Context: an optimization exercise on an open-source flow, tuned for small area, a short achievable clock period and few clock cycles. The choices shown serve that exercise and are no tape-out recipe. No run shown here included a check of the RTL's function; only the layout flow was run. Power figures rest on the tool's default switching activity, not on a simulated workload.

==> design/flow/design.v <==
module mctp_tx (
    input  wire        clk,
    input  wire        rst,           
    input  wire        start_valid,
    output wire        start_ready,
    input  wire [12:0] cfg_len,       
    input  wire [7:0]  cfg_mtu,       
    input  wire [31:0] cfg_addr,      
    input  wire        cfg_to,        
    input  wire        cfg_pec_xor,   
    input  wire        cfg_mic,       
    input  wire        in_valid,
    output wire        in_ready,
    input  wire [7:0]  in_data,
    output reg         out_valid,
    input  wire        out_ready,
    output reg  [7:0]  out_data,
    output reg         out_sop,       
    output reg         out_eop        
);
    reg        idle, hd, py, pc;
    reg        busy;        
    reg [7:0]  h;           
    reg [31:0] addr;
    reg        to_bit;
    reg        pec_xor;
    reg        mic;
    reg [7:0]  m1;          
    reg [13:0] q;           
    reg        cfl;         
    reg [7:0]  p;           
    reg [2:0]  micn;        
    reg        first_pkt;
    reg        last_pkt;
    reg [1:0]  seq;
    reg [7:0]  crc8;
    reg [31:0] crc32;
    reg        fb_pend;     
    reg        fin;         
    reg        in_rdy;      
    reg        skid_v;
    reg [7:0]  skid;
    wire        adv      = !out_valid || out_ready;
    wire        acc      = in_valid && in_rdy;
    wire        mic_go   = py && !fin && !skid_v;
    wire        prod     = acc || mic_go || (!skid_v && (hd || pc));
    wire [8:0]  lo       = {1'b0, q[7:0]} + {1'b0, ~m1};
    wire [5:0]  hi       = q[13:8] - {5'd0, !cfl};
    wire        last_now = q[13] || (q[12:8] == 5'd0 && !cfl);    
    wire        p_lt     = (p[7:3] == 5'd0) && (p[2:0] <  micn);
    wire        p_le     = (p[7:3] == 5'd0) && (p[2:0] <= micn);
    wire        p_zero   = (p == 8'd0);
    wire        empty    = (p == 8'hFF);
    wire [7:0]  ctrl     = {first_pkt, last_pkt, seq, to_bit, 3'd3};
    wire [7:0]  mic_byte = ~crc32[7:0];
    wire [7:0]  mtu_m1;
    wire [13:0] len_q;
    wire        len_b   = (cfg_len[1:0] == 2'd0);
    wire        len_inc = cfg_mic && !len_b;
    wire        len_dec = !cfg_mic && len_b;
    genvar gi;
    generate
        for (gi = 0; gi < 8; gi = gi + 1) begin : g_m1
            if (gi == 0)
                assign mtu_m1[gi] = !cfg_mtu[gi];
            else
                assign mtu_m1[gi] = cfg_mtu[gi] ^ (cfg_mtu[gi-1:0] == {gi{1'b0}});
        end
        assign len_q[1:0] = cfg_len[1:0] - 2'd1;
        for (gi = 2; gi < 13; gi = gi + 1) begin : g_lq
            if (gi == 2)
                assign len_q[gi] = cfg_len[gi] ^ len_inc ^ len_dec;
            else
                assign len_q[gi] = cfg_len[gi]
                    ^ (len_inc && cfg_len[gi-1:2] == {(gi-2){1'b1}})
                    ^ (len_dec && cfg_len[gi-1:2] == {(gi-2){1'b0}});
        end
        assign len_q[13] = len_dec && cfg_len[12:2] == 11'd0;
    endgenerate
    wire        take_in = py && fin;
    reg  [7:0]  pbo;
    wire [7:0]  pb = take_in ? in_data : pbo;
    always @(*) begin
        if (py)
            pbo = mic_byte;
        else if (pc)
            pbo = crc8 ^ ((pec_xor && first_pkt && last_pkt) ? m1 : 8'd0);
        else
            pbo = ({8{h[0]}} & addr[7:0])   | ({8{h[1]}} & 8'h0F)
               | ({8{h[2]}} & (p + 8'd6))  | ({8{h[3]}} & addr[15:8])
               | ({8{h[4]}} & 8'h01)       | ({8{h[5]}} & addr[23:16])
               | ({8{h[6]}} & addr[31:24]) | ({8{h[7]}} & ctrl);
    end
    wire [7:0]  c32x = (py && fin) ? (crc32[7:0] ^ in_data) : 8'd0;
    wire [31:0] c32n;
    wire        c32_ini = first_pkt && (h[0] || h[1] || h[2] || h[3]);
    wire [7:0]  c8b = ({8{h[5]}} & addr[23:16]) | ({8{h[6]}} & addr[31:24])
                    | ({8{h[7]}} & ctrl)         | ({8{py}} & mic_byte);
    wire [7:0]  c8r = h[5] ? 8'h07 : crc8;
    wire [7:0]  c8x = (py && fin) ? (crc8 ^ in_data) : (c8r ^ c8b);
    wire [7:0]  c8n;
    wire c32_t8, c32_t9, c32_t10, c32_t11, c32_t12, c32_t13, c32_t14, c32_t15, c32_t16, c32_t17, c32_t18, c32_t19, c32_t20, c32_t21, c32_t22, c32_t23, c32_t24, c32_t25, c32_t26, c32_t27, c32_t28, c32_t29, c32_t30, c32_t31, c32_t32, c32_t33, c32_t34, c32_t35, c32_t36, c32_t37, c32_t38, c32_t39, c32_t40, c32_t41, c32_t42, c32_t43, c32_t44, c32_t45, c32_t46, c32_t47, c32_t48, c32_t49, c32_t50;
    mctp_x2 c32_x0 (.a(c32x[1]), .b(c32x[6]), .y(c32_t8));
    mctp_x2 c32_x1 (.a(c32x[2]), .b(c32x[4]), .y(c32_t9));
    mctp_x2 c32_x2 (.a(c32x[3]), .b(c32x[5]), .y(c32_t10));
    mctp_x2 c32_x3 (.a(c32x[0]), .b(c32x[7]), .y(c32_t11));
    mctp_x2 c32_x4 (.a(c32x[7]), .b(c32_t10), .y(c32_t12));
    mctp_x2 c32_x5 (.a(c32x[0]), .b(c32_t9), .y(c32_t13));
    mctp_x2 c32_x6 (.a(c32x[2]), .b(c32_t8), .y(c32_t14));
    mctp_x2 c32_x7 (.a(c32_t8), .b(c32_t10), .y(c32_t15));
    mctp_x2 c32_x8 (.a(c32x[1]), .b(c32x[3]), .y(c32_t16));
    mctp_x2 c32_x9 (.a(c32x[6]), .b(c32_t9), .y(c32_t17));
    mctp_x2 c32_x10 (.a(c32x[2]), .b(c32_t11), .y(c32_t18));
    mctp_x2 c32_x11 (.a(c32x[4]), .b(c32x[7]), .y(c32_t19));
    mctp_x2 c32_x12 (.a(c32x[5]), .b(c32_t11), .y(c32_t20));
    mctp_x2 c32_x13 (.a(c32x[7]), .b(c32_t14), .y(c32_t21));
    mctp_x2 c32_x14 (.a(c32_t8), .b(c32_t9), .y(c32_t22));
    mctp_x2 c32_x15 (.a(crc32[8]), .b(c32_t16), .y(c32_t23));
    mctp_x2 c32_x16 (.a(c32_t13), .b(c32_t23), .y(c32n[0]));
    mctp_x2 c32_x17 (.a(crc32[9]), .b(c32x[1]), .y(c32_t24));
    mctp_x2 c32_x18 (.a(c32_t10), .b(c32_t24), .y(c32_t25));
    mctp_x2 c32_x19 (.a(c32_t13), .b(c32_t25), .y(c32n[1]));
    mctp_x2 c32_x20 (.a(crc32[10]), .b(c32_t9), .y(c32_t26));
    mctp_x2 c32_x21 (.a(c32_t15), .b(c32_t26), .y(c32n[2]));
    mctp_x2 c32_x22 (.a(crc32[11]), .b(c32_t12), .y(c32_t27));
    mctp_x2 c32_x23 (.a(c32_t17), .b(c32_t27), .y(c32n[3]));
    mctp_x2 c32_x24 (.a(crc32[12]), .b(c32x[5]), .y(c32_t28));
    mctp_x2 c32_x25 (.a(c32_t28), .b(c32_t21), .y(c32n[4]));
    mctp_x2 c32_x26 (.a(crc32[13]), .b(c32_t19), .y(c32_t29));
    mctp_x2 c32_x27 (.a(c32_t8), .b(c32_t29), .y(c32n[5]));
    mctp_x2 c32_x28 (.a(crc32[14]), .b(c32x[1]), .y(c32_t30));
    mctp_x2 c32_x29 (.a(c32x[4]), .b(c32_t30), .y(c32_t31));
    mctp_x2 c32_x30 (.a(c32_t12), .b(c32_t31), .y(c32n[6]));
    mctp_x2 c32_x31 (.a(crc32[15]), .b(c32_t15), .y(c32n[7]));
    mctp_x2 c32_x32 (.a(crc32[16]), .b(c32_t11), .y(c32_t32));
    mctp_x2 c32_x33 (.a(c32_t17), .b(c32_t32), .y(c32n[8]));
    mctp_x2 c32_x34 (.a(crc32[17]), .b(c32_t9), .y(c32_t33));
    mctp_x2 c32_x35 (.a(c32_t20), .b(c32_t33), .y(c32n[9]));
    mctp_x2 c32_x36 (.a(crc32[18]), .b(c32x[5]), .y(c32_t34));
    mctp_x2 c32_x37 (.a(c32_t34), .b(c32_t17), .y(c32n[10]));
    mctp_x2 c32_x38 (.a(crc32[19]), .b(c32x[6]), .y(c32_t35));
    mctp_x2 c32_x39 (.a(c32_t35), .b(c32_t12), .y(c32n[11]));
    mctp_x2 c32_x40 (.a(crc32[20]), .b(c32x[3]), .y(c32_t36));
    mctp_x2 c32_x41 (.a(c32_t36), .b(c32_t21), .y(c32n[12]));
    mctp_x2 c32_x42 (.a(crc32[21]), .b(c32x[1]), .y(c32_t37));
    mctp_x2 c32_x43 (.a(c32x[7]), .b(c32_t37), .y(c32n[13]));
    mctp_x2 c32_x44 (.a(crc32[22]), .b(c32x[4]), .y(c32_t38));
    mctp_x2 c32_x45 (.a(c32_t16), .b(c32_t38), .y(c32n[14]));
    mctp_x2 c32_x46 (.a(crc32[23]), .b(c32x[5]), .y(c32_t39));
    mctp_x2 c32_x47 (.a(c32_t39), .b(c32_t13), .y(c32n[15]));
    mctp_x2 c32_x48 (.a(crc32[24]), .b(c32x[0]), .y(c32_t40));
    mctp_x2 c32_x49 (.a(c32_t40), .b(c32_t15), .y(c32n[16]));
    mctp_x2 c32_x50 (.a(crc32[25]), .b(c32_t11), .y(c32_t41));
    mctp_x2 c32_x51 (.a(c32_t22), .b(c32_t41), .y(c32n[17]));
    mctp_x2 c32_x52 (.a(crc32[26]), .b(c32x[5]), .y(c32_t42));
    mctp_x2 c32_x53 (.a(c32_t19), .b(c32_t42), .y(c32n[18]));
    mctp_x2 c32_x54 (.a(crc32[27]), .b(c32_t13), .y(c32_t43));
    mctp_x2 c32_x55 (.a(c32_t15), .b(c32_t43), .y(c32n[19]));
    mctp_x2 c32_x56 (.a(crc32[28]), .b(c32_t12), .y(c32_t44));
    mctp_x2 c32_x57 (.a(c32_t22), .b(c32_t44), .y(c32n[20]));
    mctp_x2 c32_x58 (.a(crc32[29]), .b(c32_t8), .y(c32_t45));
    mctp_x2 c32_x59 (.a(c32_t20), .b(c32_t45), .y(c32n[21]));
    mctp_x2 c32_x60 (.a(crc32[30]), .b(c32x[3]), .y(c32_t46));
    mctp_x2 c32_x61 (.a(c32x[4]), .b(c32x[6]), .y(c32_t47));
    mctp_x2 c32_x62 (.a(c32_t11), .b(c32_t46), .y(c32_t48));
    mctp_x2 c32_x63 (.a(c32_t47), .b(c32_t48), .y(c32n[22]));
    mctp_x2 c32_x64 (.a(crc32[31]), .b(c32x[2]), .y(c32_t49));
    mctp_x2 c32_x65 (.a(c32_t49), .b(c32_t12), .y(c32n[23]));
    mctp_x2 c32_x66 (.a(c32x[3]), .b(c32_t18), .y(c32n[25]));
    mctp_x2 c32_x67 (.a(c32x[0]), .b(c32x[4]), .y(c32n[28]));
    mctp_x2 c32_x68 (.a(c32x[0]), .b(c32x[1]), .y(c32_t50));
    mctp_x2 c32_x69 (.a(c32x[5]), .b(c32_t50), .y(c32n[29]));
    mctp_x2 c32_x70 (.a(c32x[0]), .b(c32_t14), .y(c32n[30]));
    mctp_x2 c32_x71 (.a(c32_t16), .b(c32_t18), .y(c32n[31]));
    assign c32n[24] = c32_t14;
    assign c32n[26] = c32x[2];
    assign c32n[27] = c32x[3];
    wire c8_t8, c8_t9, c8_t10, c8_t11, c8_t12;
    mctp_x2 c8_x0 (.a(c8x[0]), .b(c8x[6]), .y(c8_t8));
    mctp_x2 c8_x1 (.a(c8x[1]), .b(c8x[2]), .y(c8_t9));
    mctp_x2 c8_x2 (.a(c8x[3]), .b(c8x[4]), .y(c8_t10));
    mctp_x2 c8_x3 (.a(c8x[5]), .b(c8x[6]), .y(c8_t11));
    mctp_x2 c8_x4 (.a(c8x[7]), .b(c8_t8), .y(c8n[0]));
    mctp_x2 c8_x5 (.a(c8x[1]), .b(c8_t8), .y(c8n[1]));
    mctp_x2 c8_x6 (.a(c8_t8), .b(c8_t9), .y(c8n[2]));
    mctp_x2 c8_x7 (.a(c8x[3]), .b(c8x[7]), .y(c8_t12));
    mctp_x2 c8_x8 (.a(c8_t12), .b(c8_t9), .y(c8n[3]));
    mctp_x2 c8_x9 (.a(c8x[2]), .b(c8_t10), .y(c8n[4]));
    mctp_x2 c8_x10 (.a(c8x[5]), .b(c8_t10), .y(c8n[5]));
    mctp_x2 c8_x11 (.a(c8x[4]), .b(c8_t11), .y(c8n[6]));
    mctp_x2 c8_x12 (.a(c8x[7]), .b(c8_t11), .y(c8n[7]));
    assign start_ready = !busy;
    assign in_ready    = in_rdy;
    always @(posedge clk) begin
        if (adv) begin
            if (skid_v) begin
                out_valid <= 1'b1;
                out_data  <= skid;
                out_sop   <= h[1];
                out_eop   <= idle || h[0];
                skid_v    <= 1'b0;
            end else begin
                out_valid <= prod;
                out_data  <= take_in ? in_data : pbo;
                out_sop   <= h[0];
                out_eop   <= pc;
            end
        end else if (prod) begin
            skid   <= pb;
            skid_v <= 1'b1;
        end
        if (rst) begin
            out_valid <= 1'b0;
            skid_v    <= 1'b0;
        end
    end
    always @(posedge clk) begin
        begin
            if (idle) begin
                addr      <= cfg_addr;
                to_bit    <= cfg_to;
                pec_xor   <= cfg_pec_xor;
                mic       <= cfg_mic;
                m1        <= mtu_m1;
                q         <= len_q;
                first_pkt <= 1'b1;
                seq       <= 2'd0;
                h         <= 8'd1;
                if (start_valid) begin
                    idle <= 1'b0;
                    busy <= 1'b1;
                    hd   <= 1'b1;
                end
            end
            if (fb_pend && in_rdy)
                m1 <= in_data;
            if (hd && prod) begin
                h <= {h[6:0], 1'b0};
                if (c32_ini)
                    crc32 <= {8'hFF, c32n[23:0]};
                if (h[0]) begin
                    p       <= q[7:0];
                    q[7:0]  <= lo[7:0];
                    cfl     <= lo[8];
                end
                if (h[1]) begin
                    last_pkt <= last_now;
                    if (last_now) begin
                        q <= 14'h3FFF;
                    end else begin
                        q[13:8] <= hi;
                        p       <= m1;
                    end
                    fb_pend <= last_now && first_pkt;
                    if (last_now && first_pkt)
                        m1 <= 8'd0;
                end
                if (h[2])
                    micn <= (mic && (q[13] || (q[12:2] == 11'd0 && q[1:0] != 2'd3)))
                            ? 3'd3 - q[2:0] : 3'd0;
                if (h[5] || h[6] || h[7])
                    crc8 <= c8n;
                if (h[7]) begin
                    hd   <= 1'b0;
                    py   <= !empty;
                    pc   <= empty;
                    fin  <= !p_lt;
                end
            end
            if (py && prod) begin
                crc8  <= c8n;
                crc32 <= c32n;
                if (fb_pend)
                    fb_pend <= 1'b0;
                p   <= p - 8'd1;
                fin <= fin && !p_le;
                if (p_zero) begin
                    py <= 1'b0;
                    pc <= 1'b1;
                end
            end
            if (pc && prod) begin
                first_pkt <= 1'b0;
                seq       <= seq + 2'd1;
                pc        <= 1'b0;
                if (last_pkt) begin
                    idle <= 1'b1;
                    busy <= 1'b0;
                end else begin
                    hd <= 1'b1;
                    h  <= 8'd1;
                end
            end
            in_rdy <= !(skid_v ? !adv : (prod && !adv)) &&
                      (py ? (acc ? (!p_le && !p_zero) : fin)
                          : (h[7] && prod && !empty && !p_lt));
        end
        if (rst) begin
            idle   <= 1'b1;
            busy   <= 1'b0;
            hd     <= 1'b0;
            py     <= 1'b0;
            pc     <= 1'b0;
            in_rdy <= 1'b0;
        end
    end
endmodule
module mctp_x2 (
    input  wire a,
    input  wire b,
    output wire y
);
    assign y = a ^ b;
endmodule
==> design/flow/flow/run.sh <==
#!/bin/bash
# The standard layout (standard.sh: the standard flow's synthesis and ORFS flow), with the
# port buffers made of sky130_fd_sc_hd__buf_1 cells instead of the default
# delay-buffer cells, and clock tree synthesis without dummy loads.
# make's full output goes to flow_make.log.
set -euo pipefail
export BUFFER_PORTS_ARGS="-buffer_cell sky130_fd_sc_hd__buf_1"
export CTS_ARGS="-sink_clustering_enable -repair_clock_nets -dont_use_dummy_load -buf_list sky130_fd_sc_hd__clkbuf_8 -sink_clustering_size 30"
bash standard.sh > flow_make.log 2>&1
==> design/flow/standard.sh <==
#!/bin/bash
# synth_recipe.tcl (not shown) runs the flow's synth.tcl, then flattens the netlist and writes it again
# the make line also repeats each setting of config.mk as NAME=value (left out here)
make -C /OpenROAD-flow-scripts/flow DESIGN_CONFIG=/design/flow/config.mk WORK_HOME=/design/flow/orfs CLKGATE_MAP_FILE= SYNTH_SCRIPT=/design/flow/synth_recipe.tcl "${@:-finish}"
==> design/flow/config.mk <==
export PLATFORM = sky130hd
export DESIGN_NAME = mctp_tx
export DESIGN_NICKNAME = mctp_tx
export VERILOG_FILES = /design/flow/design.v
export SDC_FILE = /design/flow/constraint.sdc
export NUM_CORES = 4
export LEC_CHECK = 0
export CAP_MARGIN = 20
export CORE_MARGIN = 2
export CORE_UTILIZATION = 40
export CTS_BUF_LIST = sky130_fd_sc_hd__clkbuf_8
export CTS_CLUSTER_SIZE = 30
export SETUP_SLACK_MARGIN = 2.8
export SLEW_MARGIN = 20
export SYNTH_HIERARCHICAL = 1
export TNS_END_PERCENT = 10
==> design/flow/constraint.sdc <==
create_clock -name core_clock -period 5.0 [get_ports {clk}]
set_input_delay 1.0000 -clock core_clock [delete_from_list [all_inputs] [get_ports {clk}]]
set_output_delay 1.0000 -clock core_clock [all_outputs]
set_load 0.01 [all_outputs]
==> impl_results.rst, run 1 <==
.. list-table::
   :header-rows: 1

   * - Metric
     - Value
   * - Top cell family by delay on the critical path
     - simple AND/OR/NAND/NOR gates
   * - Residual DRC
     - 0
   * - Average cell area after synthesis
     - 10.2 sq um
   * - Endpoint arrival time on the critical path
     - 2.65 ns
   * - Main flop type after synthesis
     - sky130_fd_sc_hd__edfxtp_1
   * - CTS buffer count
     - 17
   * - Global route overflow
     - 0
   * - Total negative slack for setup checks
     - 0 ns
   * - Largest net degree at the start of global routing
     - 40
   * - Power share of the combinational group
     - 18.2%
   * - Crit path from
     - cfg_len[1]
   * - Global Route Usage Sum
     - 20.9%
   * - Crit-path slowest cell
     - sky130_fd_sc_hd__or3_1
   * - Worst setup skew after layout
     - 0.0237 ns
   * - Reg2Reg Launch Point
     - fin
   * - Clock latency reported for the late side of the worst-skew pair
     - 0.46 ns
   * - Initial antenna violation count
     - 0
   * - Antenna-violating nets left
     - 0
   * - Register cell area after layout
     - 4080 sq um
   * - Worst vdd ir
     - 0.142 mV
   * - Ratio of routed vias to standard cells
     - 5.42
   * - Area of the placeable core
     - 20800 sq um
   * - Achievable Freq
     - 0.426 GHz
   * - Relative contribution of the clock network to total power
     - 25.5%
   * - Cell Rows
     - 53
   * - Area of combinational cells with multiple inputs
     - 4360 sq um
   * - Violation count after the first detailed-route iteration
     - 518
   * - Htree depth
     - 4
   * - Weighted congestion at the end of routability-driven global placement
     - 0.827
   * - Slew HR
     - 40.7%
   * - Syn nets
     - 920
   * - Power density normalized to cell area
     - 276 nW/um^2
   * - First-pass GRT wire length
     - 34.6 mm
   * - Cells traversed along the worst timing path
     - buf_6, inv_12, ha_4, buf_4, and4b_2, nand3_2, or3_1, mux2i_1, xnor2_1, a31oi_1
   * - Count of inserted antenna diode cells
     - 0
   * - Fin. Hold Viols
     - 0
   * - Element type at the critical path start
     - input pin
   * - Share of the clock period used by the worst path after layout
     - 46.9%
   * - Die boundary width
     - 149 um
   * - Portion of total power attributed to sequential cells
     - 56.3%
   * - Count of input and output buffers
     - 81
   * - Static leakage
     - 3.72 nW
   * - Outcome
     - timing/DRC/antenna clean
   * - Proportion of register bits with asynchronous set or reset after synthesis
     - 0%
   * - Maximum root-to-sink buffer count
     - 2
   * - Sw Ratio
     - 28.5%
   * - Sort of element at the end of the critical path
     - flip-flop
   * - Portion of the post-synthesis area used by sequential elements
     - 48.5%
   * - Number of fillers in the final layout
     - 1986
   * - Vert. Die Dim
     - 149 um
   * - Stages on worst setup path
     - 10
   * - Transition time of the tightest slew-check pin
     - 0.880 ns
   * - Hold Path Class
     - reg -> reg
   * - Worst R2R End
     - crc8[0]
   * - Setup repair after global routing missed its margin
     - true
   * - Layout Cell Area excl Fill
     - 9870 sq um
   * - Overall via count from detail_route
     - 6525
   * - Initial Utilization
     - 40.3%
   * - Data required time at the worst endpoint
     - 5.30 ns
   * - Max-Cap Viols
     - 0
   * - Final routed wire length divided by cell count
     - 18.9 um
   * - Internal power contribution
     - 1.95 mW
   * - Final Net Count
     - 1024
   * - Power dissipated by switching net loads
     - 0.778 mW
   * - Final worst path period need
     - 2.35 ns
   * - Ratio of cells with drive above 1 in the final layout
     - 14.3%
   * - Cell depth of the worst flop-to-flop path
     - 10
   * - Boundary pin count
     - 82
   * - Placed inst area
     - 9060 sq um
   * - Number of clock sinks
     - 149
   * - Full die area
     - 22200 sq um
   * - Synth Warn #
     - 7
   * - Cell count after synthesis
     - 827
   * - Endpoints failing setup
     - 0
   * - Crit Path Category
     - in -> reg
   * - Seq cells post-synth
     - 149
   * - Setup slack of the most critical reg-to-reg path
     - 2.68 ns
   * - Number of enable flip-flop cells after synthesis
     - 109
   * - CTS clock-pin slew for the worst setup and hold paths
     - 0.07 ns
   * - Final number of max-transition violations
     - 0
   * - Router iterations before antenna repair
     - 5
   * - Cell variety after synth
     - 64
   * - Total buffers and inverters traversed by the critical path
     - 3
   * - Largest fanout on the critical path
     - 4
   * - HPWL after detailed placement
     - 16.0 mm
   * - Vias in the first global route
     - 6129
   * - Termination of the worst setup path
     - q[11]
   * - Netlist Area Pre-Place
     - 8400 sq um
   * - Longest individual stage delay on the worst path
     - 0.38 ns
   * - Routed WL
     - 22.8 mm
   * - Area overhead of the layout relative to synthesis
     - 17.6%
   * - Clock tree from TritonCTS
     - done
   * - Root buf cell
     - sky130_fd_sc_hd__clkbuf_8
==> repair_timing <==
action,in CTS,in global routing
buffers inserted,28,10
cloned,1,0
hold buffers,0,0
endpoints found under the setup margin,118,113
pin swaps,21,1
gates resized for setup,48,19
hold endpoints to repair,0,0
==> Yosys stat by module, one instance, submodules excluded <==
module / flops+latches / cells / area [sq um]
mctp_tx: 149 / 742 / 7650
mctp_x2: 0 / 1 / 8.76
==> sequential cells by signal (all words and copies together) (netlist names), 2 cells and up <==
signal    cells
addr         32
crc32        32
crc8          8
h             8
m1            8
micn          3
out_data      8
p             8
q            14
seq           2
skid          8
==> power groups by stage <==
stage	logic [mW]	registers, mW	clock network, mW
2_1_floorplan	0.350	1.52	0
3_3_place_gp	0.459	1.56	0
3_5_place_dp	0.462	1.56	0
4_1_cts	0.475	1.54	0.711
5_1_grt	0.556	1.55	0.763
6_report	0.495	1.54	0.697
==> layout by cell type, fill, tap and decap left out, types with 4 or more instances in the layout <==
master	n
sky130_fd_sc_hd__a21oi_1	54
sky130_fd_sc_hd__dfxtp_2	6
sky130_fd_sc_hd__buf_2	7
sky130_fd_sc_hd__xnor2_1	32
sky130_fd_sc_hd__inv_1	33
sky130_fd_sc_hd__o22ai_1	10
sky130_fd_sc_hd__nor2_1	57
sky130_fd_sc_hd__a31oi_1	10
sky130_fd_sc_hd__buf_1	72
sky130_fd_sc_hd__mux2i_1	15
sky130_fd_sc_hd__mux2_2	7
sky130_fd_sc_hd__xor2_2	5
sky130_fd_sc_hd__a211oi_1	18
sky130_fd_sc_hd__o21ai_1	10
sky130_fd_sc_hd__and2_1	5
sky130_fd_sc_hd__a222oi_1	5
sky130_fd_sc_hd__ha_1	22
sky130_fd_sc_hd__o21ai_0	34
sky130_fd_sc_hd__o211ai_1	24
sky130_fd_sc_hd__clkbuf_8	17
sky130_fd_sc_hd__buf_4	41
sky130_fd_sc_hd__nor2_4	9
sky130_fd_sc_hd__xor2_4	5
sky130_fd_sc_hd__nand3_1	11
sky130_fd_sc_hd__xor2_1	91
sky130_fd_sc_hd__edfxtp_1	109
sky130_fd_sc_hd__nand2_2	4
sky130_fd_sc_hd__nand2b_1	11
sky130_fd_sc_hd__nand2_1	72
sky130_fd_sc_hd__o21a_1	5
sky130_fd_sc_hd__dfxtp_1	34
sky130_fd_sc_hd__nor2b_1	6
sky130_fd_sc_hd__a21o_1	4
sky130_fd_sc_hd__nor3_1	8
==> kinds of logic (layout without fill, tap and decap cells) <==
group | count (synthesis) | after routing | share of synthesized area, %
simple gates | 210 | 210 | 11.6
compound gates | 209 | 210 | 16.0
flops | 149 | 149 | 48.5
xor+xnor | 133 | 133 | 13.9
buf+inv | 80 | 181 | 3.64
fa+ha+maj | 24 | 24 | 3.67
mux | 22 | 22 | 2.73
==> cell usage after synthesis, types with 7 or more instances <==
library cell / instances / share of area, %
sky130_fd_sc_hd__nand2_1: 78 / 3.5
sky130_fd_sc_hd__dfxtp_1: 40 / 9.5
sky130_fd_sc_hd__nor2_1: 65 / 2.9
sky130_fd_sc_hd__o21ai_0: 40 / 2.4
sky130_fd_sc_hd__clkbuf_1: 33 / 1.5
sky130_fd_sc_hd__a211oi_1: 19 / 1.7
sky130_fd_sc_hd__mux2_2: 7 / 0.94
sky130_fd_sc_hd__xnor2_1: 32 / 3.3
sky130_fd_sc_hd__a31oi_1: 10 / 0.75
sky130_fd_sc_hd__xor2_1: 101 / 11
sky130_fd_sc_hd__ha_1: 23 / 3.4
sky130_fd_sc_hd__a21oi_1: 55 / 3.3
sky130_fd_sc_hd__edfxtp_1: 109 / 39
sky130_fd_sc_hd__o211ai_1: 24 / 2.1
sky130_fd_sc_hd__mux2i_1: 15 / 1.8
sky130_fd_sc_hd__nor3_1: 9 / 0.54
sky130_fd_sc_hd__nand2b_1: 11 / 0.82
sky130_fd_sc_hd__inv_1: 38 / 1.7
sky130_fd_sc_hd__o22ai_1: 10 / 0.75
sky130_fd_sc_hd__nand3_1: 13 / 0.77
==> final cells by class <==
| cell class | instances | area share (%) |
|---|---|---|
| multi-input combinational | 599 | 44.2 |
| clock buffer | 17 | 2.37 |
| sequential | 149 | 41.3 |
| timing repair buffer | 124 | 6.83 |
| tap | 275 | 3.49 |
| inverter | 40 | 1.77 |
==> worst min path at each step <==
stage / from / cells past startpoint / slack, ns / to
final: fb_pend / 1 / 0.45 / fb_pend
after global routing: fb_pend / 1 / 0.47 / fb_pend
after CTS: fb_pend / 1 / 0.45 / fb_pend
after detailed placement: fb_pend / 1 / 0.44 / fb_pend
after global placement: fb_pend / 1 / 0.44 / fb_pend
after floorplan: fb_pend / 1 / 0.42 / fb_pend
==> worst register-to-register path, stage by stage (launching register included) <==
cell and delay, ns:
sky130_fd_sc_hd__edfxtp_1 0.37, sky130_fd_sc_hd__buf_4 0.23, sky130_fd_sc_hd__nand2_8 0.17, sky130_fd_sc_hd__buf_4 0.23, sky130_fd_sc_hd__nand2b_1 0.16, sky130_fd_sc_hd__o22ai_1 0.16
sky130_fd_sc_hd__nand2_1 0.07, sky130_fd_sc_hd__o211ai_1 0.10, sky130_fd_sc_hd__buf_4 0.17, sky130_fd_sc_hd__xor2_2 0.25, sky130_fd_sc_hd__xor2_1 0.14
==> metal layers <==
| layer | global-route usage, % | vias to the layer above | share of wire [%] |
|---|---|---|---|
| li1 | - | 3169 | - |
| met1 | 29.5 | 3152 | 47 |
| met2 | 32.4 | 180 | 47 |
| met4 | 6.24 | 0 | 1.5 |
| met5 | 0 | - | 0 |
| met3 | 4.53 | 24 | 5.0 |
==> metrics by stage <==
stage / setup WS [ns] / total power, mW / std cells / utilization (%) / hold WS (ns)
3_3_place_gp: 1.94 / 2.02 / 1148 / 43.5 / 0.442
3_5_place_dp: 1.89 / 2.02 / 1148 / 43.5 / 0.443
5_1_grt: 2.59 / 2.87 / 1204 / 47.4 / 0.474
2_1_floorplan: 2.41 / 1.87 / 827 / - / 0.422
6_report: 2.65 / 2.73 / 1204 / 47.4 / 0.453
4_1_cts: 2.63 / 2.72 / 1194 / 46.7 / 0.454
==> run 2: changes to the inputs <==
--- a/design/flow/config.mk
+++ b/design/flow/config.mk
@@ -8,8 +8,7 @@
 export CAP_MARGIN = 20
 export CORE_MARGIN = 2
 export CORE_UTILIZATION = 40
-export CTS_BUF_LIST = sky130_fd_sc_hd__clkbuf_8
-export CTS_CLUSTER_SIZE = 30
+export PLACE_DENSITY = 0.8
 export SETUP_SLACK_MARGIN = 2.8
 export SLEW_MARGIN = 20
 export SYNTH_HIERARCHICAL = 1
==> run 2 against run 1 <==
  * Still clean on timing, DRC and antenna
  * Clock-buffer cell count is the same
  * Core utilization grew 0.13 points
  * Sequential power is essentially flat
  * Synthesized cell count is the same
  * Clock skew grew 0.015 ns
  * Global-route usage shrank 0.89 points
  * Total power grew 0.49%
  * Highest routed layer unchanged
==> impl_results.rst, run 2 <==
.. list-table::
   :header-rows: 1

   * - Metric
     - Value
   * - Slew HR
     - 40.9%
   * - Area of combinational cells with multiple inputs
     - 4350 sq um
   * - Syn nets
     - 920
   * - Power density normalized to cell area
     - 277 nW/um^2
   * - CTS buffer count
     - 17
   * - Largest net degree at the start of global routing
     - 39
   * - Area overhead of the layout relative to synthesis
     - 17.9%
   * - Portion of the post-synthesis area used by sequential elements
     - 48.5%
   * - Cell variety after synth
     - 64
   * - Cell count after synthesis
     - 827
   * - Full die area
     - 22200 sq um
   * - Setup repair after global routing missed its margin
     - true
   * - Clock latency reported for the late side of the worst-skew pair
     - 0.48 ns
   * - Vias in the first global route
     - 6361
   * - Dominant cell type by area after synthesis
     - sky130_fd_sc_hd__edfxtp_1
   * - Antenna-violating nets left
     - 0
   * - Worst vdd ir
     - 0.141 mV
   * - Router iterations before antenna repair
     - 5
   * - Hold Path Class
     - reg -> reg
   * - Ratio of routed vias to standard cells
     - 5.66
   * - Sort of element at the end of the critical path
     - flip-flop
   * - Fraction of post-synthesis cell area in the top cell type by area
     - 39.0%
   * - Initial Utilization
     - 40.3%
   * - Htree depth
     - 4
   * - Die boundary width
     - 149 um
   * - Static leakage
     - 3.73 nW
   * - Seq cells post-synth
     - 149
   * - Root buf cell
     - sky130_fd_sc_hd__clkbuf_8
   * - Area of the placeable core
     - 20800 sq um
   * - Achievable Freq
     - 0.417 GHz
   * - Maximum root-to-sink buffer count
     - 2
   * - Ratio of cells with drive above 1 in the final layout
     - 14.1%
   * - Final cell utilization of the core
     - 47.5%
   * - Transition time of the tightest slew-check pin
     - 0.877 ns
   * - Crit Path Category
     - in -> reg
   * - Count of inserted antenna diode cells
     - 0
   * - Endpoint arrival time on the critical path
     - 2.61 ns
   * - Outcome
     - timing/DRC/antenna clean
   * - Share of the clock period used by the worst path after layout
     - 48.0%
   * - Weighted congestion at the end of routability-driven global placement
     - 0.923
   * - Largest registers
     - addr (32), crc32 (32), q (14)
   * - HPWL after detailed placement
     - 15.8 mm
   * - Register cell area after layout
     - 4090 sq um
   * - Violation count after the first detailed-route iteration
     - 709
   * - Average cell area after synthesis
     - 10.2 sq um
   * - Total negative slack for setup checks
     - 0 ns
   * - Max-Cap Viols
     - 0
   * - Number of clock sinks
     - 149
   * - Hold buffers post-CTS
     - 0
   * - Fin. Hold Viols
     - 0
   * - Residual DRC
     - 0
   * - First-pass GRT wire length
     - 34.0 mm
   * - Synth Warn #
     - 7
   * - Most frequent cells in the layout
     - sky130_fd_sc_hd__edfxtp_1, sky130_fd_sc_hd__xor2_1, sky130_fd_sc_hd__buf_1
   * - Final worst path period need
     - 2.40 ns
   * - Most used standard cells in the synthesized netlist
     - sky130_fd_sc_hd__edfxtp_1, sky130_fd_sc_hd__xor2_1, sky130_fd_sc_hd__nand2_1, sky130_fd_sc_hd__nor2_1, sky130_fd_sc_hd__a21oi_1
   * - Overall via count from detail_route
     - 6846
   * - Global route overflow
     - 0
   * - CTS clock-pin slew for the worst setup and hold paths
     - 0.08 ns
   * - Element type at the critical path start
     - input pin
   * - Most common cell after layout, fill and taps aside
     - sky130_fd_sc_hd__edfxtp_1
   * - Most frequently used cell type in the post-synthesis netlist
     - sky130_fd_sc_hd__edfxtp_1
   * - Proportion of register bits with asynchronous set or reset after synthesis
     - 0%
   * - Count of input and output buffers
     - 81
   * - Netlist Area Pre-Place
     - 8400 sq um
   * - Number of enable flip-flop cells after synthesis
     - 109
   * - Final routed wire length divided by cell count
     - 19.1 um
   * - Worst setup skew after layout
     - 0.0391 ns
   * - Dominant cells by area after synthesis
     - sky130_fd_sc_hd__edfxtp_1, sky130_fd_sc_hd__xor2_1, sky130_fd_sc_hd__dfxtp_1
   * - Final Net Count
     - 1029
   * - Cell Rows
     - 53
   * - Initial antenna violation count
     - 0
   * - Boundary pin count
     - 82
   * - Routed WL
     - 23.1 mm
   * - Endpoints failing setup
     - 0
   * - Vert. Die Dim
     - 149 um
   * - Global Route Usage Sum
     - 20.0%
   * - Clock tree from TritonCTS
     - done
   * - Data required time at the worst endpoint
     - 5.21 ns
   * - Main flop type after synthesis
     - sky130_fd_sc_hd__edfxtp_1
   * - Final number of max-transition violations
     - 0
   * - Number of fillers in the final layout
     - 1888
   * - Largest fanout on the critical path
     - 5
[run 2: cell count changes in the layout (fill, tap and decap cells not counted), sizes merged]
cell	previous run	this run
clkinv	1	2
clkinvlp	2	3
clkbuf	17	19
inv	37	36
buf	124	126
[run 2: repair_timing]
action / in CTS / in global routing
endpoints found under the setup margin: 117 / 111
cloned: 0 / 2
setup buffers: 21 / 23
pin swaps: 12 / 11
gates resized for setup: 21 / 40
[run 2: Yosys stat by module, one instance, submodules excluded]
module | area (sq um) | flip-flops and latches | cells
mctp_tx | 7650 | 149 | 742
mctp_x2 | 8.76 | 0 | 1
[run 2: area by class of cell]
type / count / share of cell area [%]
Multi-Input combinational cell: 599 / 44.0
Sequential cell: 149 / 41.3
Timing Repair Buffer: 128 / 7.10
Tap cell: 275 / 3.48
Clock buffer: 17 / 2.36
Inverter: 40 / 1.77
Timing Repair inverter: 1 / 0.0506
[run 2: final timing paths]
path	depth (start not counted)	start	to	slack [ns]
max	7	in_data[2]	crc32[17]	2.60
min	1	fb_pend	fb_pend	0.45
max reg2reg	4	pc	crc32[26]	2.68
min reg2reg	1	fb_pend	fb_pend	0.45
[run 2: where the power goes]
part           internal, mW  switching [mW]  total (mW)  leakage [nW]
Clock                 0.299           0.400       0.699         0.122
Sequential             1.43           0.101        1.53          1.33
Combinational         0.219           0.290       0.509          2.28
[run 2: cell families after synthesis]
logic type,synth area share (%)
muxes,2.73
adders and majority gates,3.67
AOI/OAI and AO/OA,16.0
xor gates and xnor gates,13.9
buffers and inverters,3.64
and+or+nand+nor,11.6
DFF,48.5
[run 2: through the flow]
stage	hold WS, ns	instances	setup slack (ns)	cell area (sq um)	power [mW]
2_1_floorplan	0.422	827	2.41	8540	1.87
3_3_place_gp	0.430	1146	2.08	9050	2.01
3_5_place_dp	0.443	1146	2.01	9050	2.03
4_1_cts	0.451	1184	2.63	9540	2.71
5_1_grt	0.490	1209	2.55	9900	2.86
6_report	0.449	1209	2.60	9900	2.74
[run 2: metal layers]
metal	global-route usage (%)	wire, um	vias up
met3	3.64	1830	49
met5	0	0	-
li1	-	-	3172
met1	26.3	9500	3277
met2	32.9	11100	348
met4	7.81	626	0
[run 2: critical path, cell delays in order]
cell and delay [ns]:
sky130_fd_sc_hd__clkbuf_2 0.14, sky130_fd_sc_hd__xnor2_2 0.19, sky130_fd_sc_hd__nor2_4 0.26, sky130_fd_sc_hd__xor2_4 0.33, sky130_fd_sc_hd__buf_4 0.19, sky130_fd_sc_hd__xor2_1 0.36, sky130_fd_sc_hd__xor2_1 0.13
==> run 3: changes to the inputs <==
--- a/design/flow/config.mk
+++ b/design/flow/config.mk
@@ -8,7 +8,7 @@
 export CAP_MARGIN = 20
 export CORE_MARGIN = 2
 export CORE_UTILIZATION = 40
-export PLACE_DENSITY = 0.8
+export PLACE_DENSITY = 0.45
 export SETUP_SLACK_MARGIN = 2.8
 export SLEW_MARGIN = 20
 export SYNTH_HIERARCHICAL = 1
==> run 3 against run 2 <==
  * Still clean on timing, DRC and antenna
  * Sequential power barely moved
  * Non-clock buffer count is 14 higher
  * Clock power up 2%
  * Largest power group unchanged
==> impl_results.rst, run 3 <==
.. list-table::
   :header-rows: 1

   * - Metric
     - Value
   * - Outcome
     - timing/DRC/antenna clean
   * - Endpoints failing setup
     - 0
   * - Most frequently used cell type in the post-synthesis netlist
     - sky130_fd_sc_hd__edfxtp_1
   * - Full die area
     - 22200 sq um
   * - Htree depth
     - 4
   * - Largest fanout on the critical path
     - 4
   * - Cell Count, Final, Fillers Out
     - 1222
   * - Crit Path Category
     - in -> reg
   * - Router iterations before antenna repair
     - 5
   * - Ratio of routed vias to standard cells
     - 5.58
   * - Seq cells post-synth
     - 149
   * - Static leakage
     - 3.84 nW
   * - Initial Utilization
     - 40.3%
   * - Boundary pin count
     - 82
   * - Cell Rows
     - 53
   * - Sw Ratio
     - 29.6%
   * - First-pass GRT wire length
     - 38.4 mm
   * - HPWL after detailed placement
     - 18.3 mm
   * - Syn nets
     - 920
   * - Sort of element at the end of the critical path
     - flip-flop
   * - CTS clock-pin slew for the worst setup and hold paths
     - 0.07 ns
   * - Final Net Count
     - 1042
   * - Element type at the critical path start
     - input pin
   * - Final cell utilization of the core
     - 48.6%
   * - Initial antenna violation count
     - 0
   * - Root buf cell
     - sky130_fd_sc_hd__clkbuf_8
   * - Power dissipated by switching net loads
     - 0.825 mW
   * - Total buffers and inverters traversed by the critical path
     - 2
   * - Slew HR
     - 28.4%
   * - Final worst path period need
     - 2.29 ns
   * - Share of the clock period used by the worst path after layout
     - 45.8%
   * - Most used standard cells in the synthesized netlist
     - sky130_fd_sc_hd__edfxtp_1, sky130_fd_sc_hd__xor2_1, sky130_fd_sc_hd__nand2_1, sky130_fd_sc_hd__nor2_1, sky130_fd_sc_hd__a21oi_1
   * - Largest net degree at the start of global routing
     - 55
   * - Achievable Freq
     - 0.437 GHz
   * - Violation count after the first detailed-route iteration
     - 490
   * - Fin. Hold Viols
     - 0
   * - Top cell family by delay on the critical path
     - simple AND/OR/NAND/NOR gates
   * - Transition time of the tightest slew-check pin
     - 1.06 ns
   * - Total negative slack for setup checks
     - 0 ns
   * - # placed instances
     - 1146
   * - Cell count after synthesis
     - 827
   * - CTS buffer count
     - 17
   * - Relative contribution of the clock network to total power
     - 25.6%
   * - Most frequent cells in the layout
     - sky130_fd_sc_hd__edfxtp_1, sky130_fd_sc_hd__xor2_1, sky130_fd_sc_hd__buf_1
   * - Largest registers
     - addr (32), crc32 (32), q (14)
   * - Portion of total power attributed to sequential cells
     - 55.2%
   * - Routed WL
     - 26.0 mm
   * - Hold Path Class
     - reg -> reg
   * - Crit-path slowest cell
     - sky130_fd_sc_hd__or4_4
   * - Global Route Usage Sum
     - 23.4%
   * - Worst vdd ir
     - 0.139 mV
   * - Vert. Die Dim
     - 149 um
   * - Cells traversed along the worst timing path
     - buf_8, inv_12, ha_4, nor4b_4, nand4b_1, or4_4, o31a_1, xor2_1, o221ai_2
   * - Main flop type after synthesis
     - sky130_fd_sc_hd__edfxtp_1
   * - Clock tree from TritonCTS
     - done
   * - Number of enable flip-flop cells after synthesis
     - 109
   * - Residual DRC
     - 0
   * - Worst setup skew after layout
     - 0.0363 ns
   * - Portion of the post-synthesis area used by sequential elements
     - 48.5%
   * - Hold buffers post-CTS
     - 0
   * - Fraction of post-synthesis cell area in the top cell type by area
     - 39.0%
   * - Die boundary width
     - 149 um
   * - Internal power contribution
     - 1.96 mW
   * - Final routed wire length divided by cell count
     - 21.3 um
   * - Power share of the combinational group
     - 19.1%
   * - Weighted congestion at the end of routability-driven global placement
     - 0.866
   * - Netlist Area Pre-Place
     - 8400 sq um
   * - Overall via count from detail_route
     - 6813
   * - Clock latency reported for the late side of the worst-skew pair
     - 0.46 ns
   * - Dominant cells by area after synthesis
     - sky130_fd_sc_hd__edfxtp_1, sky130_fd_sc_hd__xor2_1, sky130_fd_sc_hd__dfxtp_1
   * - Average cell area after synthesis
     - 10.2 sq um
   * - Final number of max-transition violations
     - 0
   * - Proportion of register bits with asynchronous set or reset after synthesis
     - 0%
   * - Power density normalized to cell area
     - 275 nW/um^2
   * - Data required time at the worst endpoint
     - 5.32 ns
   * - Area of the placeable core
     - 20800 sq um
   * - Global route overflow
     - 0
   * - Area overhead of the layout relative to synthesis
     - 20.6%
   * - Count of inserted antenna diode cells
     - 0
   * - Setup repair after global routing missed its margin
     - true
   * - Number of clock sinks
     - 149
   * - Ratio of cells with drive above 1 in the final layout
     - 17.4%
   * - Count of input and output buffers
     - 81
   * - Most common cell after layout, fill and taps aside
     - sky130_fd_sc_hd__edfxtp_1
   * - Dominant cell type by area after synthesis
     - sky130_fd_sc_hd__edfxtp_1
   * - Cell variety after synth
     - 64
   * - Max-Cap Viols
     - 0
   * - Endpoint arrival time on the critical path
     - 2.61 ns
   * - Vias in the first global route
     - 6585
   * - Longest individual stage delay on the worst path
     - 0.51 ns
   * - Synth Warn #
     - 7
   * - Maximum root-to-sink buffer count
     - 2
   * - Antenna-violating nets left
     - 0
run 3: cell count changes in the layout (fill, tap and decap cells not counted), sizes merged:
cell,before,now
clkinvlp,3,2
buf,126,137
clkinv,2,1
clkbuf,19,22
inv,36,37
run 3: cells by family after synthesis:
group           after synthesis  share of synthesized area, %
compound gates              209                          16.0
xor+xnor                    133                          13.9
fa+ha+maj                    24                          3.67
buf+inv                      80                          3.64
flops                       149                          48.5
mux                          22                          2.73
simple gates                210                          11.6
run 3: metrics by stage:
step | hold slack (ns) | setup slack, ns | power, mW | cell area, sq um
after floorplan | 0.422 | 2.41 | 1.87 | 8540
after global placement | 0.450 | 2.01 | 2.04 | 9050
after detailed placement | 0.442 | 1.92 | 2.05 | 9050
after CTS | 0.449 | 2.65 | 2.77 | 9680
after global routing | 0.471 | 2.62 | 2.91 | 10100
final | 0.448 | 2.71 | 2.78 | 10100
run 3: cell type report:
type,instances,area [sq um]
inverters,40,175
flip-flops and latches,149,4100
clock buffers,17,234
well taps,275,344
multi-input cells,599,4440
repair buffers,142,836
fillers,1947,10700
run 3: final timing paths:
| path | start | to | slack (ns) | cells past startpoint |
|---|---|---|---|---|
| worst max-delay path | cfg_len[1] | q[12] | 2.71 | 9 |
| worst min-delay path | fb_pend | fb_pend | 0.45 | 1 |
| worst max register to register | p[2] | out_data[2] | 2.75 | 7 |
| worst min register to register | fb_pend | fb_pend | 0.45 | 1 |
run 3: Yosys stat by module (local to each module, per instance):
module | flops+latches | times used
mctp_x2 | 0 | 85
mctp_tx | 149 | 1
run 3: power groups by stage:
stage	clock [mW]	sequential [mW]	combinational, mW
finish	0.714	1.54	0.533
global route	0.770	1.55	0.593
floorplan	0	1.52	0.350
global placement	0	1.57	0.477
detailed placement	0	1.57	0.483
CTS	0.732	1.54	0.503
run 3: layer usage:
layer	global-route usage (%)	part of all wire, %	vias up
met5	0	0	-
met4	8.86	3.1	0
met2	38.2	49	240
met3	4.77	5.3	44
li1	-	-	3202
met1	30.8	43	3327
run 3: repair_timing:
item / CTS / global route
buffers inserted: 26 / 31
resized for setup: 40 / 50
gates cloned: 1 / 1
pin swaps: 14 / 28
endpoints found under the setup margin: 145 / 128
==> run 4: changes to the inputs <==
--- a/design/flow/config.mk
+++ b/design/flow/config.mk
@@ -8,8 +8,7 @@
 export CAP_MARGIN = 20
 export CORE_MARGIN = 2
 export CORE_UTILIZATION = 40
-export PLACE_DENSITY = 0.45
-export SETUP_SLACK_MARGIN = 2.8
+export SETUP_SLACK_MARGIN = 3.0
 export SLEW_MARGIN = 20
 export SYNTH_HIERARCHICAL = 1
-export TNS_END_PERCENT = 10
+export TNS_END_PERCENT = 20
==> run 4 against run 3 <==
  * Still clean on timing, DRC and antenna
  * First-iteration DRC count rose by 32%
  * Sequential share of layout area fell by 1.9 points
  * Via count fell by 0.65%
  * Highest routed layer unchanged
  * Critical path type unchanged
  * Worst setup slack got worse by 0.040 ns
  * Synthesized area did not move
==> impl_results.rst, run 4 <==
.. list-table::
   :header-rows: 1

   * - Metric
     - Value
   * - Sort of element at the end of the critical path
     - flip-flop
   * - Maximum root-to-sink buffer count
     - 2
   * - Most used standard cells in the synthesized netlist
     - sky130_fd_sc_hd__edfxtp_1, sky130_fd_sc_hd__xor2_1, sky130_fd_sc_hd__nand2_1, sky130_fd_sc_hd__nor2_1, sky130_fd_sc_hd__a21oi_1
   * - Element type at the critical path start
     - input pin
   * - Router iterations before antenna repair
     - 5
   * - Htree depth
     - 4
   * - Ratio of cells with drive above 1 in the final layout
     - 22.8%
   * - Total negative slack for setup checks
     - 0 ns
   * - Final routed wire length divided by cell count
     - 19.1 um
   * - Violation count after the first detailed-route iteration
     - 647
   * - Final Net Count
     - 1062
   * - CTS buffer count
     - 17
   * - Endpoint arrival time on the critical path
     - 2.63 ns
   * - Cell Rows
     - 53
   * - Largest net degree at the start of global routing
     - 40
   * - Dominant cells by area after synthesis
     - sky130_fd_sc_hd__edfxtp_1, sky130_fd_sc_hd__xor2_1, sky130_fd_sc_hd__dfxtp_1
   * - Fin. Hold Viols
     - 0
   * - Root buf cell
     - sky130_fd_sc_hd__clkbuf_8
   * - First-pass GRT wire length
     - 35.6 mm
   * - Share of the clock period used by the worst path after layout
     - 46.6%
   * - Netlist Area Pre-Place
     - 8400 sq um
   * - Vias in the first global route
     - 6297
   * - Dominant cell type by area after synthesis
     - sky130_fd_sc_hd__edfxtp_1
   * - Initial Utilization
     - 40.3%
   * - Syn nets
     - 920
   * - Max-Cap Viols
     - 0
   * - Largest registers
     - addr (32), crc32 (32), q (14)
   * - Average cell area after synthesis
     - 10.2 sq um
   * - Largest fanout on the critical path
     - 3
   * - Number of clock sinks
     - 149
   * - Worst setup skew after layout
     - 0.0270 ns
   * - Fraction of post-synthesis cell area in the top cell type by area
     - 39.0%
   * - Worst vdd ir
     - 0.148 mV
   * - Cell count after synthesis
     - 827
   * - Ratio of routed vias to standard cells
     - 5.45
   * - Die boundary width
     - 149 um
   * - Cell Count, Final, Fillers Out
     - 1242
   * - Clock tree from TritonCTS
     - done
   * - Placed inst area
     - 9060 sq um
   * - Slew HR
     - 46.3%
   * - Area of the placeable core
     - 20800 sq um
   * - Transition time of the tightest slew-check pin
     - 0.805 ns
   * - Vert. Die Dim
     - 149 um
   * - Final number of max-transition violations
     - 0
   * - Count of input and output buffers
     - 81
   * - Setup repair after global routing missed its margin
     - true
   * - Overall Power
     - 2.80 mW
   * - Most frequently used cell type in the post-synthesis netlist
     - sky130_fd_sc_hd__edfxtp_1
   * - Cell variety after synth
     - 64
   * - Portion of the post-synthesis area used by sequential elements
     - 48.5%
   * - Outcome
     - timing/DRC/antenna clean
   * - Area overhead of the layout relative to synthesis
     - 26.7%
   * - Boundary pin count
     - 82
   * - Weighted congestion at the end of routability-driven global placement
     - 0.827
   * - Number of enable flip-flop cells after synthesis
     - 109
   * - Seq cells post-synth
     - 149
   * - Power density normalized to cell area
     - 263 nW/um^2
   * - CTS clock-pin slew for the worst setup and hold paths
     - 0.07 ns
   * - Number of fillers in the final layout
     - 1897
   * - Global Route Usage Sum
     - 21.6%
   * - Overall via count from detail_route
     - 6769
   * - Final worst path period need
     - 2.33 ns
   * - Achievable Freq
     - 0.429 GHz
   * - Most common cell after layout, fill and taps aside
     - sky130_fd_sc_hd__edfxtp_1
   * - Endpoints failing setup
     - 0
   * - Routed WL
     - 23.8 mm
   * - Crit Path Category
     - in -> reg
   * - # placed instances
     - 1148
   * - Antenna-violating nets left
     - 0
   * - Static leakage
     - 4.02 nW
   * - Hold Path Class
     - reg -> reg
   * - Initial antenna violation count
     - 0
   * - Layout Cell Area excl Fill
     - 10600 sq um
   * - HPWL after detailed placement
     - 16.0 mm
   * - Count of inserted antenna diode cells
     - 0
   * - Full die area
     - 22200 sq um
   * - Synth Warn #
     - 7
   * - Global route overflow
     - 0
   * - Most frequent cells in the layout
     - sky130_fd_sc_hd__edfxtp_1, sky130_fd_sc_hd__xor2_1, sky130_fd_sc_hd__nand2_1, sky130_fd_sc_hd__buf_4, sky130_fd_sc_hd__buf_1
   * - Clock latency reported for the late side of the worst-skew pair
     - 0.46 ns
   * - Data required time at the worst endpoint
     - 5.30 ns
   * - Proportion of register bits with asynchronous set or reset after synthesis
     - 0%
   * - Main flop type after synthesis
     - sky130_fd_sc_hd__edfxtp_1
   * - Residual DRC
     - 0
[run 4: cells by family (layout without fill, tap and decap cells)]
family / Yosys count / in the layout / share of synthesized area [%]
simple gates: 210 / 211 / 11.6
compound gates: 209 / 210 / 16.0
flops: 149 / 149 / 48.5
xor+xnor: 133 / 133 / 13.9
buf+inv: 80 / 218 / 3.64
fa+ha+maj: 24 / 24 / 3.67
mux: 22 / 22 / 2.73
[run 4: per-stage QoR]
| step | hold slack, ns | setup WS (ns) | utilization, % |
|---|---|---|---|
| 6_report | 0.462 | 2.67 | 51.1 |
| 5_1_grt | 0.481 | 2.61 | 51.1 |
| 4_1_cts | 0.454 | 2.63 | 49.0 |
| 3_5_place_dp | 0.443 | 1.89 | 43.5 |
| 3_3_place_gp | 0.442 | 1.94 | 43.5 |
| 2_1_floorplan | 0.422 | 2.41 | - |
[run 4: routing by layer]
layer / GRT usage [%] / up-vias / share of wire (%)
met5: 0 / - / 0
met4: 6.57 / 0 / 1.9
met3: 4.68 / 31 / 6.6
met2: 33.0 / 219 / 47
met1: 30.7 / 3274 / 45
li1: - / 3245 / -
[run 4: where the power goes]
group          switching (mW)  internal, mW
sequential              0.108          1.43
combinational           0.297         0.262
clock                   0.399         0.299
total                   0.803          1.99
[run 4: area by class of cell]
class | instances | area, sq um | area share, %
repair buffers | 159 | 1060 | 10.0
clock buffers | 17 | 234 | 2.20
multi-input cells | 600 | 4710 | 44.2
flip-flops and latches | 149 | 4100 | 38.5
inverters | 40 | 178 | 1.67
repair inverters | 2 | 15.0 | 0.141
well taps | 275 | 344 | 3.23
[run 4: worst max-delay path, cell delays in order]
cell and delay, ns:
sky130_fd_sc_hd__buf_8 0.09, sky130_fd_sc_hd__inv_12 0.03, sky130_fd_sc_hd__ha_4 0.14, sky130_fd_sc_hd__buf_4 0.13, sky130_fd_sc_hd__and4b_2 0.32, sky130_fd_sc_hd__nand3_4 0.08, sky130_fd_sc_hd__or3_4 0.40, sky130_fd_sc_hd__mux2i_1 0.17
sky130_fd_sc_hd__xnor2_1 0.17, sky130_fd_sc_hd__a31oi_1 0.10
[run 4: Yosys stat by module (local to each module, per instance)]
module	cell area [sq um]	cells inside	copies in the design	flip-flops and latches
mctp_tx	7650	742	1	149
mctp_x2	8.76	1	85	0
[run 4: worst paths after layout]
kind	start	end	slack [ns]	cells after the start
setup / recovery	cfg_len[1]	q[11]	2.67	10
hold / removal	h[4]	h[5]	0.46	2
setup reg to reg	last_pkt	crc8[7]	2.81	8
hold reg to reg	h[4]	h[5]	0.46	2
[run 4: timing repair]
action                     in CTS  in global routing
setup endpoints to repair     152                154
resized for setup             100                 59
hold buffers                    0                  0
buffers inserted               47                 25
pin swaps                      42                 20
cloned                          3                  2
==> run 5: changes to the inputs <==
--- a/design/flow/design.v
+++ b/design/flow/design.v
@@ -28,6 +28,7 @@
     reg [7:0]  m1;          
     reg [13:0] q;           
     reg        cfl;         
+    reg        hinc, hdec;  
     reg [7:0]  p;           
     reg [2:0]  micn;        
     reg        first_pkt;
@@ -54,10 +55,11 @@
     wire [7:0]  ctrl     = {first_pkt, last_pkt, seq, to_bit, 3'd3};
     wire [7:0]  mic_byte = ~crc32[7:0];
     wire [7:0]  mtu_m1;
-    wire [13:0] len_q;
+    wire [7:0]  len_q;
     wire        len_b   = (cfg_len[1:0] == 2'd0);
     wire        len_inc = cfg_mic && !len_b;
     wire        len_dec = !cfg_mic && len_b;
+    wire        len_hinc, len_hdec;
     genvar gi;
     generate
         for (gi = 0; gi < 8; gi = gi + 1) begin : g_m1
@@ -67,7 +69,7 @@
                 assign mtu_m1[gi] = cfg_mtu[gi] ^ (cfg_mtu[gi-1:0] == {gi{1'b0}});
         end
         assign len_q[1:0] = cfg_len[1:0] - 2'd1;
-        for (gi = 2; gi < 13; gi = gi + 1) begin : g_lq
+        for (gi = 2; gi < 8; gi = gi + 1) begin : g_lq
             if (gi == 2)
                 assign len_q[gi] = cfg_len[gi] ^ len_inc ^ len_dec;
             else
@@ -75,7 +77,8 @@
                     ^ (len_inc && cfg_len[gi-1:2] == {(gi-2){1'b1}})
                     ^ (len_dec && cfg_len[gi-1:2] == {(gi-2){1'b0}});
         end
-        assign len_q[13] = len_dec && cfg_len[12:2] == 11'd0;
+        assign len_hinc = len_inc && cfg_len[7:2] == 6'h3F;
+        assign len_hdec = len_dec && cfg_len[7:2] == 6'h00;
     endgenerate
     wire        take_in = py && fin;
     reg  [7:0]  pbo;
@@ -222,7 +225,9 @@
                 pec_xor   <= cfg_pec_xor;
                 mic       <= cfg_mic;
                 m1        <= mtu_m1;
-                q         <= len_q;
+                q         <= {1'b0, cfg_len[12:8], len_q};
+                hinc      <= len_hinc;
+                hdec      <= len_hdec;
                 first_pkt <= 1'b1;
                 seq       <= 2'd0;
                 h         <= 8'd1;
@@ -242,6 +247,9 @@
                     p       <= q[7:0];
                     q[7:0]  <= lo[7:0];
                     cfl     <= lo[8];
+                    q[13:8] <= q[13:8] + (hinc ? 6'd1 : hdec ? 6'h3F : 6'd0);
+                    hinc    <= 1'b0;
+                    hdec    <= 1'b0;
                 end
                 if (h[1]) begin
                     last_pkt <= last_now;
--- a/design/flow/config.mk
+++ b/design/flow/config.mk
@@ -8,7 +8,9 @@
 export CAP_MARGIN = 20
 export CORE_MARGIN = 2
 export CORE_UTILIZATION = 40
-export SETUP_SLACK_MARGIN = 3.0
+export CTS_BUF_LIST = sky130_fd_sc_hd__clkbuf_8
+export CTS_CLUSTER_SIZE = 30
+export SETUP_SLACK_MARGIN = 2.8
 export SLEW_MARGIN = 20
 export SYNTH_HIERARCHICAL = 1
-export TNS_END_PERCENT = 20
+export TNS_END_PERCENT = 10
==> run 5 against run 4 <==
  * Worst hold slack improved by 0.011 ns
  * Sequential share of layout area up 1.5 points
  * Critical path depth shrank 2
  * Die area increased by 3.9%
  * Largest power group unchanged
  * Clock-buffer cell count unchanged
  * Cell count increased by 0.24%
  * Clock skew grew 0.014 ns
==> impl_results.rst, run 5 <==
.. list-table::
   :header-rows: 1

   * - Metric
     - Value
   * - Cell count after synthesis
     - 857
   * - First-pass GRT wire length
     - 35.5 mm
   * - Relative contribution of the clock network to total power
     - 24.6%
   * - CTS buffer count
     - 17
   * - Synth Warn #
     - 7
   * - Number of clock sinks
     - 151
   * - Internal power contribution
     - 2.01 mW
   * - Element type at the critical path start
     - input pin
   * - Count of inserted antenna diode cells
     - 0
   * - Most common cell after layout, fill and taps aside
     - sky130_fd_sc_hd__edfxtp_1
   * - Cell Rows
     - 54
   * - Cell depth of the worst flop-to-flop path
     - 7
   * - Cell variety after synth
     - 71
   * - Dominant cell type by area after synthesis
     - sky130_fd_sc_hd__edfxtp_1
   * - Hold buffers post-CTS
     - 0
   * - Static leakage
     - 4.05 nW
   * - Overall via count from detail_route
     - 6954
   * - Data required time at the worst endpoint
     - 5.36 ns
   * - Boundary pin count
     - 82
   * - Clock latency reported for the late side of the worst-skew pair
     - 0.47 ns
   * - Ratio of routed vias to standard cells
     - 5.59
   * - Outcome
     - timing/DRC/antenna clean
   * - Number of enable flip-flop cells after synthesis
     - 109
   * - Worst setup skew after layout
     - 0.0412 ns
   * - Global Route Usage Sum
     - 20.7%
   * - Power density normalized to cell area
     - 275 nW/um^2
   * - Dominant cells by area after synthesis
     - sky130_fd_sc_hd__edfxtp_1, sky130_fd_sc_hd__xor2_1, sky130_fd_sc_hd__dfxtp_1
   * - Main flop type after synthesis
     - sky130_fd_sc_hd__edfxtp_1
   * - Area of combinational cells with multiple inputs
     - 4680 sq um
   * - Area of the placeable core
     - 21600 sq um
   * - Seq cells post-synth
     - 151
   * - Most frequent cells in the layout
     - sky130_fd_sc_hd__edfxtp_1, sky130_fd_sc_hd__xor2_1, sky130_fd_sc_hd__nand2_1
   * - Largest net degree at the start of global routing
     - 42
   * - Worst R2R End
     - out_data[2]
   * - Maximum root-to-sink buffer count
     - 2
   * - Netlist Area Pre-Place
     - 8730 sq um
   * - Sort of element at the end of the critical path
     - flip-flop
   * - Setup slack of the most critical reg-to-reg path
     - 2.82 ns
   * - Crit Path Category
     - in -> reg
   * - Average cell area after synthesis
     - 10.2 sq um
   * - Number of fillers in the final layout
     - 2015
   * - Achievable Freq
     - 0.441 GHz
   * - Sw Ratio
     - 29.5%
   * - Vias in the first global route
     - 6417
   * - Max-Cap Viols
     - 0
   * - Largest registers
     - addr (32), crc32 (32), q (14)
   * - Fraction of post-synthesis cell area in the top cell type by area
     - 37.5%
   * - Proportion of register bits with asynchronous set or reset after synthesis
     - 0%
   * - Portion of total power attributed to sequential cells
     - 55.4%
   * - HPWL after detailed placement
     - 16.4 mm
   * - Root buf cell
     - sky130_fd_sc_hd__clkbuf_8
   * - Syn nets
     - 956
   * - Initial antenna violation count
     - 0
   * - Reg2Reg Launch Point
     - p[2]
   * - Total negative slack for setup checks
     - 0 ns
   * - Transition time of the tightest slew-check pin
     - 0.830 ns
   * - Initial Utilization
     - 40.4%
   * - Slew HR
     - 44.6%
   * - Register cell area after layout
     - 4140 sq um
   * - Final number of max-transition violations
     - 0
   * - Power share of the combinational group
     - 20.0%
   * - Weighted congestion at the end of routability-driven global placement
     - 0.847
   * - Placed inst area
     - 9410 sq um
   * - Min-Delay Endpoint
     - hinc
   * - Portion of the post-synthesis area used by sequential elements
     - 47.1%
   * - Router iterations before antenna repair
     - 7
   * - Endpoints failing setup
     - 0
   * - Final worst path period need
     - 2.27 ns
   * - Share of the clock period used by the worst path after layout
     - 45.4%
   * - Htree depth
     - 4
   * - Hold wc startpoint
     - hinc
   * - Largest fanout on the critical path
     - 4
   * - Fin. Hold Viols
     - 0
   * - Setup repair after global routing missed its margin
     - true
   * - Hold Path Class
     - reg -> reg
   * - Count of input and output buffers
     - 81
   * - Area overhead of the layout relative to synthesis
     - 18.4%
   * - Final Net Count
     - 1066
   * - Residual DRC
     - 0
   * - Hold depth
     - 2
   * - Crit path from
     - cfg_len[1]
   * - Most frequently used cell type in the post-synthesis netlist
     - sky130_fd_sc_hd__edfxtp_1
   * - Vert. Die Dim
     - 152 um
   * - Endpoint arrival time on the critical path
     - 2.63 ns
   * - Layout Cell Area excl Fill
     - 10300 sq um
   * - Antenna-violating nets left
     - 0
   * - Worst vdd ir
     - 0.142 mV
   * - Full die area
     - 23000 sq um
   * - Routed WL
     - 23.8 mm
   * - Final routed wire length divided by cell count
     - 19.1 um
   * - Global route overflow
     - 0
   * - Power dissipated by switching net loads
     - 0.840 mW
   * - Most used standard cells in the synthesized netlist
     - sky130_fd_sc_hd__edfxtp_1, sky130_fd_sc_hd__xor2_1, sky130_fd_sc_hd__nand2_1, sky130_fd_sc_hd__nor2_1, sky130_fd_sc_hd__a21oi_1
   * - Violation count after the first detailed-route iteration
     - 514
   * - Die boundary width
     - 152 um
   * - Ratio of cells with drive above 1 in the final layout
     - 16.2%
   * - Clock tree from TritonCTS
     - done
   * - CTS clock-pin slew for the worst setup and hold paths
     - 0.06 ns
[run 5: changes by cell type in the layout (fill, tap and decap cells not counted), moves of 6 or more]
| cell | delta |
|---|---|
| sky130_fd_sc_hd__or2_2 | +6 |
| sky130_fd_sc_hd__a221oi_1 | +6 |
| sky130_fd_sc_hd__buf_4 | -24 |
| sky130_fd_sc_hd__a31oi_1 | -8 |
| sky130_fd_sc_hd__nand4_1 | +9 |
| sky130_fd_sc_hd__and3_1 | +6 |
| sky130_fd_sc_hd__a2111oi_0 | +6 |
| sky130_fd_sc_hd__o21ai_0 | -10 |
| sky130_fd_sc_hd__buf_12 | -6 |
| sky130_fd_sc_hd__ha_1 | +8 |
| sky130_fd_sc_hd__o211ai_1 | -8 |
[run 5: how the worst max path moves through the flow]
stage	to	slack [ns]
floorplan	q[7]	2.44
finish	q[7]	2.73
CTS	fb_pend	2.71
detailed placement	fb_pend	1.94
global placement	crc32[19]	1.98
global route	crc32[3]	2.70
[run 5: stage by stage]
step	std cells	power, mW	hold WS (ns)	setup WS, ns	util (%)
floorplan	857	1.96	0.442	2.44	-
global placement	1183	2.14	0.460	1.98	43.5
detailed placement	1183	2.14	0.466	1.94	43.5
CTS	1225	2.85	0.475	2.71	46.3
global route	1245	2.99	0.496	2.70	47.8
finish	1245	2.85	0.473	2.73	47.8
[run 5: power groups by stage]
| stage | clock network [mW] | logic [mW] | registers (mW) |
|---|---|---|---|
| after global routing | 0.761 | 0.639 | 1.59 |
| after global placement | 0 | 0.534 | 1.60 |
| after floorplan | 0 | 0.413 | 1.55 |
| after detailed placement | 0 | 0.539 | 1.60 |
| final | 0.702 | 0.570 | 1.58 |
| after CTS | 0.719 | 0.557 | 1.58 |
[run 5: metal layers]
| metal | up-vias | routed length, um | GRT usage, % |
|---|---|---|---|
| met5 | - | 0 | 0 |
| met4 | 0 | 367 | 5.51 |
| met3 | 27 | 1490 | 4.67 |
| met2 | 200 | 11100 | 33.2 |
| met1 | 3412 | 10900 | 28.2 |
| li1 | 3315 | - | - |
[run 5: cell families after synthesis]
family          after synthesis  share of synthesized area [%]
buf+inv                      82                           3.70
compound gates              201                           15.6
fa+ha+maj                    30                           4.47
xor+xnor                    128                           12.8
simple gates                240                           13.3
flops                       151                           47.1
mux                          25                           2.98
[run 5: final cells by class]
cell class	instances	share of cell area (%)
Sequential cell	151	40.0
Inverter	40	1.68
Tap cell	280	3.39
Clock buffer	17	2.26
Multi-Input combinational cell	625	45.3
Timing Repair Buffer	132	7.40
[run 5: Yosys stat by module (local to each module, per instance)]
module	cells inside	flip-flops and latches
mctp_tx	772	151
mctp_x2	1	0
[run 5: what timing repair did]
action                     4_1_cts  5_1_grt
gates cloned                     1        2
pin swaps                       19       21
gates resized for setup         36       47
setup buffers                   24       18
setup endpoints to repair      133      114
[run 5: critical path: stages]
cell and delay [ns]:
sky130_fd_sc_hd__buf_6 0.11, sky130_fd_sc_hd__inv_12 0.04, sky130_fd_sc_hd__ha_4 0.12, sky130_fd_sc_hd__or4b_4 0.51
sky130_fd_sc_hd__nor3_4 0.23, sky130_fd_sc_hd__nor4_2 0.05, sky130_fd_sc_hd__or4_4 0.49, sky130_fd_sc_hd__o211ai_2 0.08

[separate check: timing with driven ports]
The results above use ideal ports. As a check the final layouts listed here were re-extracted and re-timed, cells and wires unchanged. Step 1, drivers: a clkbuf_16 drives clk and a buf_2 each remaining input, both assumed. Step 2 moves the port delays by t, midway between the first and last clock arrival at a register: inputs arrive t later, outputs are due t later. That takes back most of the time a late clock gives input paths. Three values: ideal, step 1, step 2; two values: the first two.
| run | t, ns | slack for setup (ns) | clock arrival spread, ns | worst data-port slew with drivers (ns) | pins driven straight from the clock port |
|---|---|---|---|---|---|
| run 1 | 0.490 | 2.655 / 2.659 / 2.169 | 0.024 / 0.024 | 0.05 | 1 |
| run 2 | 0.502 | 2.601 / 2.616 / 2.114 | 0.039 / 0.039 | 0.05 | 1 |
| run 3 | 0.487 | 2.711 / 2.714 / 2.227 | 0.037 / 0.037 | 0.05 | 1 |
| run 4 | 0.491 | 2.671 / 2.664 / 2.173 | 0.028 / 0.028 | 0.07 | 1 |
| run 5 | 0.487 | 2.732 / 2.736 / 2.250 | 0.042 / 0.041 | 0.05 | 1 |
After both steps setup and hold are still met in every run listed. For run 4, which loses most, drivers alone change the setup slack by -0.007 ns; drivers and shift together by -0.498 ns.
